From an optimization exercise on the open Yosys and OpenROAD flow, aimed at small area, a short achievable clock period and few clock cycles; shortcuts taken in it are not production practice.
No activity file was given, so power comes from the tool's default toggle rates.

==> flow/design.v (excerpt) <==
module wire_codec (
    input  wire        clk,
    input  wire        rst,             
    input  wire        start,
    input  wire [2:0]  start_op,
    input  wire [7:0]  start_n,         
    input  wire [15:0] start_cmd,       
    input  wire [7:0]  start_addr,      
    input  wire [7:0]  start_crc,       
    output wire        busy,
    input  wire        in_valid,
    input  wire [7:0]  in_data,
    output wire        in_ready,
    output reg         out_valid,
    output reg  [7:0]  out_data,
    input  wire        out_ready,
    output wire        done,
    output wire [15:0] status,
    output wire [7:0]  res_crc,
    output wire [7:0]  res_len
);
    localparam [2:0] OP_CRC_GEN   = 3'd0,
                     OP_CRC_CHECK = 3'd1,
                     OP_I2C_WRITE = 3'd2,
                     OP_I2C_READ  = 3'd3,
                     OP_SHDLC_TX  = 3'd4;
    function [7:0] crc_step;
        input [7:0] acc;
        input [7:0] b;
        integer k;
        reg [7:0] a;
        begin
            a = acc ^ b;
            for (k = 0; k < 8; k = k + 1) begin
                if (a[7]) a = {a[6:0], 1'b0} ^ 8'h31;
                else      a = {a[6:0], 1'b0};
            end
            crc_step = a;
        end
    endfunction
    function [7:0] crc_unstep;
        input [7:0] e;
        integer k;
        reg [7:0] a;
        begin
            a = e;
            for (k = 0; k < 8; k = k + 1) begin
                if (a[0]) a = {1'b1, a[7:1] ^ 7'h18};
                else      a = {1'b0, a[7:1]};
            end
            crc_unstep = a;
        end
    endfunction
    function [7:0] sub8;
        input [7:0] a;
        input [7:0] b;
  ...
export LEC_CHECK = 0
export CAP_MARGIN = 20
export CORE_MARGIN = 2
export CORE_UTILIZATION = 30
export SETUP_SLACK_MARGIN = 3.0
export SLEW_MARGIN = 20
export TNS_END_PERCENT = 0
create_clock -name core_clock -period 5.0 [get_ports {clk}]
standard.sh (not shown) runs the stock make flow with config.mk's settings and CLKGATE_MAP_FILE= SYNTH_SCRIPT=/design/flow/synth_recipe.tcl, a recipe that flattens the netlist after the stock synthesis.
==> flow/flow/run.sh <==
#!/bin/bash
# Standard layout, with the port buffers made from buf_2 cells instead of the smallest buffer.
set -euo pipefail
export BUFFER_PORTS_ARGS="-buffer_cell sky130_fd_sc_hd__buf_2"
bash standard.sh > standard_flow.log 2>&1
The first run finished clean.
Edit:
--- a/flow/design.v
+++ b/flow/design.v
@@ -88,34 +88,35 @@
     reg s_th0, s_th1, s_th2;  
     reg s_tpay;            
     reg s_tchk;            
     reg s_teof;            
     reg       bz_any;      
     reg       dn_any;      
     reg       dn_out;      
+    reg       ir_any;      
+    reg       ir_out;      
     reg [7:0] cnt;         
     reg [7:0] acc;         
     reg [7:0] p0, p1;      
     reg       chk;         
     reg       bad;         
     reg       bcnt;        
     reg       lo_pend;     
     reg       esc;         
     reg       esc6, esc1;  
     reg [5:0] nlen;        
     reg       inc;         
+    reg       pend;        
     assign status  = {14'd0, bcnt, bad};
     assign res_crc = acc;
     assign res_len = {1'b0, nlen, 1'b0};
     wire of      = !out_valid || out_ready;    
     wire fin_now = s_fin && !lo_pend && of;    
     assign busy     = bz_any && !(dn_out && out_ready);
     assign done     = dn_any || (dn_out && out_ready);
-    wire ir_any = s_crc || s_rlo || (s_rcrc && bad);
-    wire ir_out = s_whi || s_wlo || s_rhi || (s_rcrc && !bad) || (s_tpay && !esc);
     assign in_ready = ir_any || (ir_out && out_ready);
     wire s_thdr = s_th0 | s_th1 | s_th2;
     wire take   = in_valid && in_ready;
     wire accept = start && !busy;
     wire sidle  = !bz_any || dn_out;
     wire sacc   = start && sidle;
     wire a_crc  = (start_op == OP_CRC_GEN) || (start_op == OP_CRC_CHECK);
@@ -127,21 +128,24 @@
     wire a_bcnt = a_i2c && (start_n[0] || (start_n > 8'd64));
     wire cnt0   = (cnt == 8'd0);
     wire cnt1   = (cnt == 8'd1);
     wire [7:0] crc_x   = acc ^ in_data;
     wire [7:0] crc_out = crc_step(acc, in_data);
     wire       match   = (crc_x == 8'd0);    
     wire       chk_eq  = (crc_x == p1);      
+    wire [7:0] sub_out = sub8(acc, s_thdr ? p0 : p1);
+    wire [7:0] csum    = pend ? sub_out : acc;
     wire [7:0] data_byte = ({8{s_wcmd | s_thdr | s_rcrc}} & p0)
                          | ({8{s_whi | s_wlo | s_tpay}} & in_data)
-                         | ({8{s_wcrc | s_tchk}} & acc)
+                         | ({8{s_wcrc}} & acc)
+                         | ({8{s_tchk}} & csum)
                          | ({8{sidle}} & start_cmd[15:8]);
     wire       t_res     = (s_thdr && is_reserved(p0))
                          | (s_tpay && is_reserved(in_data))
-                         | (s_tchk && is_reserved(acc));
+                         | (s_tchk && is_reserved(csum));
     wire       k_7e      = s_teof || sidle;
     wire [7:0] k_byte    = esc ? {1'b0, esc6, !esc6, 1'b1, esc6, esc6, esc1, !(esc6 && esc1)}
                                : {6'b011111, k_7e, !k_7e};
     wire       use_k     = esc || s_teof || (sidle && a_tx) || t_res;
     wire [7:0] b1        = use_k ? k_byte : data_byte;
     wire t_go   = !esc && (s_tpay ? take : ((s_thdr | s_tchk) && of));
     wire eof_go = !esc && s_teof && of;
@@ -179,14 +183,16 @@
     wire n_rcrc = (s_rlo && take) || (s_rcrc && !take);
     wire n_th0  = (accept && a_tx) || (s_th0 && !t_go);
     wire n_th1  = (s_th0 && t_go) || (s_th1 && !t_go);
     wire n_th2  = (s_th1 && t_go) || (s_th2 && !t_go);
     wire n_tpay = (s_th2 && t_go && !cnt0) || (s_tpay && !(t_go && cnt1));
     wire n_tchk = (s_th2 && t_go && cnt0) || (s_tpay && t_go && cnt1) || (s_tchk && !t_go);
     wire n_teof = (s_tchk && t_go) || (s_teof && !eof_go);
+    wire ir_any_d = n_crc || n_rlo || (n_rcrc && bad);
+    wire ir_out_d = n_whi || n_wlo || n_rhi || (n_rcrc && !bad) || (n_tpay && !esc_d);
     always @(posedge clk) begin
         if (of)
             out_data <= lo_go ? p0 : b1;
         out_valid <= out_valid_d;
         lo_pend   <= lo_pend_d;
         bz_any <= (accept || (busy && !finish)) && !(to_fin && !lo_pend_d && !out_valid_d);
         dn_any <= finish || (to_fin && !lo_pend_d && !out_valid_d);
@@ -202,27 +208,30 @@
         s_rcrc <= n_rcrc;
         s_th0  <= n_th0;
         s_th1  <= n_th1;
         s_th2  <= n_th2;
         s_tpay <= n_tpay;
         s_tchk <= n_tchk;
         s_teof <= n_teof;
+        ir_any <= ir_any_d;
+        ir_out <= ir_out_d;
         bad    <= bad_d;
         esc    <= esc_d;
         if (sacc || (s_wcrc && of) || r_take)
             acc <= 8'hFF;
-        else if (take || (s_thdr && t_go))
-            acc <= (s_thdr | s_tpay) ? sub8(acc, s_tpay ? in_data : p0) : crc_out;
+        else if ((take && !s_tpay) || (s_thdr && t_go) || pend)
+            acc <= (s_thdr | pend) ? sub_out : crc_out;
+        pend <= s_tpay && take;
         if (sacc)
             p0 <= a_tx ? start_addr : start_cmd[7:0];
         else if ((s_rhi && take) || (s_thdr && t_go) || r_ok)
             p0 <= s_rhi ? in_data : p1;
         if (sacc)
             p1 <= a_chk ? crc_unstep(start_crc) : start_cmd[7:0];
-        else if ((s_rlo && take) || (s_thdr && t_go))
+        else if (((s_rlo | s_tpay) && take) || (s_thdr && t_go))
             p1 <= s_thdr ? cnt : in_data;
         if (sacc)
             cnt <= a_i2c ? {1'b0, start_n[7:1]} : start_n;
         else if ((take && (s_crc | s_rcrc | s_tpay)) || (s_wcrc && of))
             cnt <= cnt - 8'd1;
         if (sacc)
             chk  <= a_chk;
@@ -236,18 +245,21 @@
             esc6 <= data_byte[6];
             esc1 <= data_byte[1];
         end
         if (rst) begin
             bz_any    <= 1'b0;
             dn_any    <= 1'b0;
             dn_out    <= 1'b0;
+            ir_any    <= 1'b0;
+            ir_out    <= 1'b0;
             out_valid <= 1'b0;
             lo_pend   <= 1'b0;
             esc       <= 1'b0;
             inc       <= 1'b0;
+            pend      <= 1'b0;
             s_fin     <= 1'b0;
             s_crc     <= 1'b0;
             s_wcmd    <= 1'b0;
             s_whi     <= 1'b0;
             s_wlo     <= 1'b0;
             s_wcrc    <= 1'b0;
             s_rhi     <= 1'b0;
Result: The new run finished with timing, DRC and antenna clean; clock power is lower by about 0.7%; setup slack is worse by 870 ps; die area climbs by 4.9%; design area is about the same; cell count goes up by 5.3%; maximum frequency falls by 26%; core utilization drops by 2.4 points; clock skew goes up by 4.8 ps; wire length came out higher by 14%; register-to-register slack degrades by 980 ps; hold slack is about the same; first-iteration DRC count went up by 42%.
No functional check of the RTL was part of any run of this note.

[port drivers added, routing unchanged]
The flow's constraints put no driver on any port. The routed layouts listed below were extracted and timed again, unchanged, in two steps. Step 1 (the two cells are an assumption about what drives the block):
set clk [get_ports {clk}]
set_driving_cell -lib_cell sky130_fd_sc_hd__clkbuf_16 $clk
set_driving_cell -lib_cell sky130_fd_sc_hd__buf_2 [delete_from_list [all_inputs] $clk]
Step 2 moves the port delays by t, midway between the first and last clock arrival at a register: inputs arrive t later, outputs are due t later. That takes back most of the time a late clock gives input paths. Slacks: no drivers / after step 1 / after step 2; pairs: no drivers / after step 1.
run	shift t [ns]	setup WS [ns]	latest minus earliest clock arrival (ns)
the first run	0.385	2.539 / 2.489 / 2.205	0.008 / 0.007
the second run	0.382	1.665 / 1.665 / 1.553	0.012 / 0.013
After both steps setup and hold are still met in every run listed. The setup slack of the first run, which loses most, moves by -0.050 ns with the drivers and by -0.334 ns with both steps.
